Context: an optimization exercise on an open-source flow, tuned for small area and a short achievable clock period. The choices shown serve that exercise and are no tape-out recipe.
Only simulation tests tie the RTL to the original design; equivalence was not proved.
Power figures rest on the tool's default switching activity, not on a simulated workload.

==> design/flow/design.v <==
module pipe5_core (
    input  wire        clk,
    input  wire        rst,
    output wire        imem_en,
    output wire [9:0]  imem_addr,
    input  wire [31:0] imem_data,
    output wire        dmem_req,
    output wire        dmem_we,
    output wire [19:0] dmem_addr,
    output wire [31:0] dmem_wdata,
    input  wire        dmem_ready,
    input  wire [31:0] dmem_rdata,
    output wire        retire,
    output wire        wb_we,
    output wire [3:0]  wb_rd,
    output wire [31:0] wb_data,
    output wire        halted
);
    localparam [7:0] OP_MUL = 8'd5,  OP_SLL = 8'd6, OP_SRA = 8'd7, OP_SRL = 8'd8;
    localparam [7:0] OP_BEQ = 8'd9,  OP_BNE = 8'd10, OP_BLT = 8'd11, OP_BGT = 8'd12;
    localparam [7:0] OP_BLE = 8'd13, OP_BGE = 8'd14, OP_JAL = 8'd15;
    localparam [7:0] OP_LW  = 8'd16, OP_SW  = 8'd17, OP_HALT = 8'd20;
    reg [9:0]  pc;
    reg        redir_pend;
    reg [9:0]  redir_tgt_q;
    reg        stop_fetch;
    reg        halted_q;
    reg        id_v;
    reg [31:0] id_ir;
    reg [9:0]  id_pc;
    reg        ex_v;
    reg [31:0] ex_ir;
    reg [9:0]  ex_pc;
    reg        mem_v;
    reg [31:0] mem_ir;
    reg [31:0] mem_res;
    reg        wb_v;
    reg [31:0] wb_ir;
    reg [31:0] wb_res;
    reg [31:0] x [2:15];
    function [31:0] sext12;
        input [31:0] ir;
        sext12 = {{20{ir[11]}}, ir[11:0]};
    endfunction
    function [3:0] dest;
        input        v;
        input [31:0] ir;
        reg   [3:0]  d;
        begin
            if (!v)
                d = 4'd0;
            else if (ir[31:24] <= OP_SRL || ir[31:24] == OP_LW)
                d = ir[23:20];
            else if (ir[31:24] == OP_JAL)
                d = 4'd15;
            else
                d = 4'd0;
            dest = (d == 4'd1) ? 4'd0 : d;
        end
    endfunction
    function [31:0] rdreg;
        input [3:0]  n;
        input [31:0] ir;
        begin
            if (n == 4'd0)
                rdreg = 32'd0;
            else if (n == 4'd1)
                rdreg = sext12(ir);
            else
                rdreg = x[n];
        end
    endfunction
    wire [7:0] id_op = id_ir[31:24];
    wire [3:0] id_rd = id_ir[23:20];
    wire [3:0] id_rs = id_ir[19:16];
    wire [3:0] id_rt = id_ir[15:12];
    wire id_reads_rd = (id_op >= OP_BEQ && id_op <= OP_JAL) || id_op == OP_SW;
    wire [3:0] ex_dest  = dest(ex_v,  ex_ir);
    wire [3:0] mem_dest = dest(mem_v, mem_ir);
    wire [3:0] wb_dest  = dest(wb_v,  wb_ir);
    function hz;
        input [3:0] d;
        begin
            hz = (d != 4'd0) &&
                 (d == id_rs || d == id_rt || (id_reads_rd && d == id_rd));
        end
    endfunction
    wire dec_stall = id_v && (hz(ex_dest) || hz(mem_dest) || hz(wb_dest));
    wire [31:0] br_a = rdreg(id_rs, id_ir);
    wire [31:0] br_b = rdreg(id_rt, id_ir);
    wire [31:0] br_t = rdreg(id_rd, id_ir);
    reg taken;
    always @(*) begin
        case (id_op)
            OP_BEQ:  taken = (br_a == br_b);
            OP_BNE:  taken = (br_a != br_b);
            OP_BLT:  taken = ($signed(br_a) <  $signed(br_b));
            OP_BGT:  taken = ($signed(br_a) >  $signed(br_b));
            OP_BLE:  taken = ($signed(br_a) <= $signed(br_b));
            OP_BGE:  taken = ($signed(br_a) >= $signed(br_b));
            OP_JAL:  taken = 1'b1;
            default: taken = 1'b0;
        endcase
    end
    wire       redir_now = id_v && !dec_stall && taken;
    wire       halt_now  = id_v && !dec_stall && id_op == OP_HALT;
    wire [7:0]  ex_op = ex_ir[31:24];
    wire [31:0] ex_a  = rdreg(ex_ir[19:16], ex_ir);
    wire [31:0] ex_b  = rdreg(ex_ir[15:12], ex_ir);
    wire [4:0]  ex_sh = ex_b[4:0];
    wire [9:0]  ex_link = ex_pc + 10'd1;
    reg [31:0] ex_result;
    always @(*) begin
        case (ex_op)
            8'd0:    ex_result = ex_a + ex_b;
            8'd1:    ex_result = ex_a - ex_b;
            8'd2:    ex_result = ex_a & ex_b;
            8'd3:    ex_result = ex_a | ex_b;
            8'd4:    ex_result = ex_a ^ ex_b;
            OP_MUL:  ex_result = ex_a * ex_b;
            OP_SLL:  ex_result = ex_a << ex_sh;
            OP_SRA:  ex_result = $signed(ex_a) >>> ex_sh;
            OP_SRL:  ex_result = ex_a >> ex_sh;
            OP_JAL:  ex_result = {22'd0, ex_link};
            OP_LW, OP_SW: begin
                ex_result = ex_a + ex_b;
                ex_result = {12'd0, ex_result[19:0]};
            end
            default: ex_result = 32'd0;
        endcase
    end
    wire [7:0] mem_op  = mem_ir[31:24];
    wire       mem_acc = mem_v && (mem_op == OP_LW || mem_op == OP_SW);
    wire       mem_stall = mem_acc && !dmem_ready;
    wire [31:0] mem_result = (mem_op == OP_LW) ? dmem_rdata : mem_res;
    assign dmem_req   = mem_acc;
    assign dmem_we    = mem_acc && mem_op == OP_SW;
    assign dmem_addr  = mem_res[19:0];
    assign dmem_wdata = rdreg(mem_ir[23:20], mem_ir);
    wire       fetch_en = !mem_stall && !dec_stall && !stop_fetch && !halt_now && !halted_q;
    wire       redir_valid = redir_pend || redir_now;
    wire [9:0] redir_tgt = redir_now ? br_t[9:0] : redir_tgt_q;
    assign imem_en   = fetch_en;
    assign imem_addr = pc;
    assign retire  = wb_v;
    assign wb_we   = wb_dest != 4'd0;
    assign wb_rd   = wb_dest;
    assign wb_data = wb_res;
    assign halted  = halted_q;
    integer i;
    always @(posedge clk) begin
        if (rst) begin
            pc          <= 10'd0;
            redir_pend  <= 1'b0;
            redir_tgt_q <= 10'd0;
            stop_fetch  <= 1'b0;
            halted_q    <= 1'b0;
            id_v  <= 1'b0; id_ir  <= 32'd0; id_pc <= 10'd0;
            ex_v  <= 1'b0; ex_ir  <= 32'd0; ex_pc <= 10'd0;
            mem_v <= 1'b0; mem_ir <= 32'd0; mem_res <= 32'd0;
            wb_v  <= 1'b0; wb_ir  <= 32'd0; wb_res  <= 32'd0;
            for (i = 2; i < 16; i = i + 1)
                x[i] <= 32'd0;
        end else begin
            if (mem_stall) begin
                wb_v <= 1'b0;
            end else begin
                wb_v   <= mem_v;
                wb_ir  <= mem_ir;
                wb_res <= mem_result;
                mem_v   <= ex_v;
                mem_ir  <= ex_ir;
                mem_res <= ex_result;
                if (dec_stall) begin
                    ex_v <= 1'b0;
                end else begin
                    ex_v  <= id_v;
                    ex_ir <= id_ir;
                    ex_pc <= id_pc;
                    id_v  <= fetch_en;
                    id_ir <= imem_data;
                    id_pc <= pc;
                end
            end
            if (fetch_en) begin
                pc         <= redir_valid ? redir_tgt : pc + 10'd1;
                redir_pend <= 1'b0;
            end else begin
                redir_pend  <= redir_valid;
                redir_tgt_q <= redir_tgt;
            end
            if (halt_now)
                stop_fetch <= 1'b1;
            if (wb_v && wb_ir[31:24] == OP_HALT)
                halted_q <= 1'b1;
            if (wb_dest != 4'd0)
                x[wb_dest] <= wb_res;
        end
    end
endmodule
==> design/flow/run.sh <==
#!/bin/bash
# synth_recipe.tcl (not shown) runs the flow's synth.tcl, then flattens the netlist and writes it again
# the make line also repeats each setting of config.mk as NAME=value (left out here)
make -C /OpenROAD-flow-scripts/flow DESIGN_CONFIG=/design/flow/config.mk WORK_HOME=/design/flow/orfs CLKGATE_MAP_FILE= SYNTH_SCRIPT=/design/flow/synth_recipe.tcl finish
==> design/flow/config.mk <==
export PLATFORM = sky130hd
export DESIGN_NAME = pipe5_core
export DESIGN_NICKNAME = pipe5_core
export VERILOG_FILES = /design/flow/design.v
export SDC_FILE = /design/flow/constraint.sdc
export NUM_CORES = 4
export LEC_CHECK = 0
export CAP_MARGIN = 20
export CORE_MARGIN = 2
export CORE_UTILIZATION = 40
export PLACE_DENSITY = 0.6
export SLEW_MARGIN = 20
==> design/flow/constraint.sdc <==
create_clock -name core_clock -period 11.0 [get_ports {clk}]
set_input_delay 2.2000 -clock core_clock [delete_from_list [all_inputs] [get_ports {clk}]]
set_output_delay 2.2000 -clock core_clock [all_outputs]
set_load 0.01 [all_outputs]
==> run summary <==
[how the worst max path moves through the flow]
stage | end | cells past startpoint
6_report | mem_res[21] | 30
5_1_grt | mem_res[21] | 32
4_1_cts | mem_res[21] | 32
3_5_place_dp | mem_res[21] | 32
3_3_place_gp | mem_res[21] | 28
2_1_floorplan | mem_res[31] | 36
[synth_stat cells (62+ instances only)]
cell | number | area (um^2)
a211oi_1 | 66 | 495
a21oi_1 | 299 | 1500
and2_1 | 461 | 2880
buf_1 | 81 | 304
buf_2 | 81 | 405
clkbuf_1 | 352 | 1320
dfxtp_1 | 235 | 4700
edfxtp_1 | 512 | 15400
fa_1 | 410 | 8210
ha_1 | 253 | 3170
inv_1 | 503 | 1890
mux2i_1 | 352 | 3520
mux4_2 | 755 | 17000
nand2_1 | 601 | 2260
nand3_1 | 81 | 405
nor2_1 | 640 | 2400
nor3_1 | 62 | 310
o21ai_0 | 158 | 791
xnor2_1 | 81 | 709
[sequential cells by signal (all words and copies together) (netlist names), 10 cells and up, named ones only]
name,count
id_pc,10
redir_tgt_q,10
wb_res,32
pc,10
id_ir,32
wb_ir,12
ex_ir,32
mem_ir,24
x,512
mem_res,32
ex_pc,10
[final cells by class]
type / count / area share, %
multi-input combinational: 5026 / 61.1
timing repair buffer: 474 / 4.99
antenna: 10 / 0.0301
sequential: 747 / 24.2
clock buffer: 99 / 2.72
tap: 2480 / 3.74
clock inverter: 58 / 0.833
inverter: 522 / 2.36
[where the power goes]
group | leakage, nW | internal, mW | switching (mW)
clock | 1.44 | 1.77 | 1.34
combinational | 23.7 | 1.22 | 2.05
sequential | 7.22 | 3.12 | 0.241
total | 32.4 | 6.11 | 3.64
[routing by layer]
metal  global-route usage, %  wire (um)  part of all wire, %
met1                    43.6     121000                   35
met2                    53.5     150000                   44
met3                    8.95      39900                   12
met4                    24.2      28900                  8.5
met5                       0         85                0.025
[kinds of logic after synthesis]
family,Yosys count,synth area share [%]
buffers and inverters,1113,6.38
other,1,0.00501
DFF,747,26.8
muxes,1156,28.7
AOI/OAI and AO/OA,979,8.74
adders and majority gates,663,15.2
xor gates and xnor gates,108,1.30
and+or+nand+nor,2056,12.9
[metrics by stage]
step	util, %	power, mW	hold WS (ns)	setup WS [ns]
floorplan	-	5.24	0.425	1.77
global placement	43.1	6.55	0.436	0.592
detailed placement	43.1	6.57	0.444	0.551
CTS	44.7	9.65	0.451	0.567
global route	44.7	10.0	0.465	0.101
finish	44.7	9.75	0.451	0.318
[worst max-delay path, delay by kind of cell (launching register included)]
family          cells  cell delay, ns
mux                 2            0.82
flops               1            0.82
fa+ha+maj           9            3.86
buf+inv             5            1.12
xor+xnor            1            0.23
simple gates        2            0.58
compound gates     11            2.98
==> reports/metrics.cfg <==
[cells_and_area]
finalNonFillerCells=9416
fillers=17300
final_cell_mix=mux4_2, nor2_1, nand2_1
seqCellArea_mm2=0.0201
multi_input_area_mm2=0.0507
layout_commonest_cell=mux4_2
area_growth_pct=10.9
fin_area_mm2=0.0830
layout-drive-gt1-share_pct=20.0
layout.nets=7587

[min_path]
min-delay-start=mem_ir[5]
whs_path_depth=2
hp-class=flip-flop to flip-flop
min_to=mem_ir[5]

[clock_tree]
cts_tree=yes
clkTransAtPathRegs_ns=0.07
ctsLongestPathBuffers=3
cts_resized=0
root_buffer=clkbuf_16
hold_buffers=0
htreeDepth=3
post-cts-setup-buffer-count=0
clk_latency_ns=0.74
cts_buffers=86
clock_sinks=747

[timing]
min_period_ns=10.68
tightestPinTransition_ns=1.21
setup_viol=0
hold_viol=0
period_share_pct=97.1
clock_skew_ns=0.0423
totalNegativeSetupSlack_ns=0
rsz0062_at_grt=false
max_freq_mhz=93.6
relSlewSlack_pct=19.3
slew_viol_final=0

[logic_synthesis]
synth_async_sr_flop_share_pct=0
synthFlopType=edfxtp_1
netlist_area_mm2=0.0749
yosysWarnings=1
avgSynthCellArea_um2=11.0
syn_inst=6823
ys_ff_latch=747
yosysSeqAreaShare_pct=26.8
synth-edff-count=512
ys_types=113

[routing]
antenna_left=0
dr.pass1.iters=6
vias_per_cell=6.66
vias=62700
drcViolationCount=0
wl_um=340000
drtIter0Drc=9821
wl_per_cell_um=36.1

[global_route]
grt_pass1_vias=61500
antenna_found_initial=19
grtUsageTotal_pct=35.0
grt_max_degree=154
grt_pass1_wl_um=476000
overflow=0

[critical_path]
arrival_ns=11.30
regToRegEndpoint=mem_res[21]
path_max_fanout=41
cp.required_ns=11.61
cpMostUsedCell=fa_1
startpoint_type=flip-flop
cp-end-kind=flip-flop
rrSetupSlack_ns=0.32
rr_worst_depth=30
crit_slowest_cell=dfxtp_4
path_class=flip-flop to flip-flop
cpPeakStageDelay_ns=0.82

[power_and_ir_drop]
p_per_area_mw_per_mm2=117
ir_worst_vdd_v=0.000122
power.leakage_nw=32.4

[placement]
dp.cells=9249
place_congestion=1.03
portBuffers=170
dpl_cell_area_mm2=0.0801
hpwl_um=237000

[die]
io_pins=171
core_area_mm2=0.186
die_h_um=437
dieArea_mm2=0.191
start_util_pct=40.3
rows=158
die_x_um=437

[run]
maxCapViolCount=0

[outcome]
status=complete, no violations

-- static timing again, ports no longer ideal --
The flow's constraints put no driver on any port. The routed layout listed below was extracted and timed again, unchanged, in two steps. Step 1 assumes that a clkbuf_16 drives the clock port and a buf_2 every other input. Step 2, shift: input delay + t, output delay - t, t = (earliest + latest rising clock arrival at the registers) / 2. This alone moves slack from input paths to output paths. Slacks: no drivers / after step 1 / after step 2; pairs: no drivers / after step 1.
shift t [ns]: 0.802
slack for setup (ns): 0.318 / 0.318 / 0.318
pins driven straight from the clock port: 1
After both steps setup and hold are still met in this run. For this run, drivers alone change the setup slack by 0.000 ns; drivers and shift together by 0.000 ns.
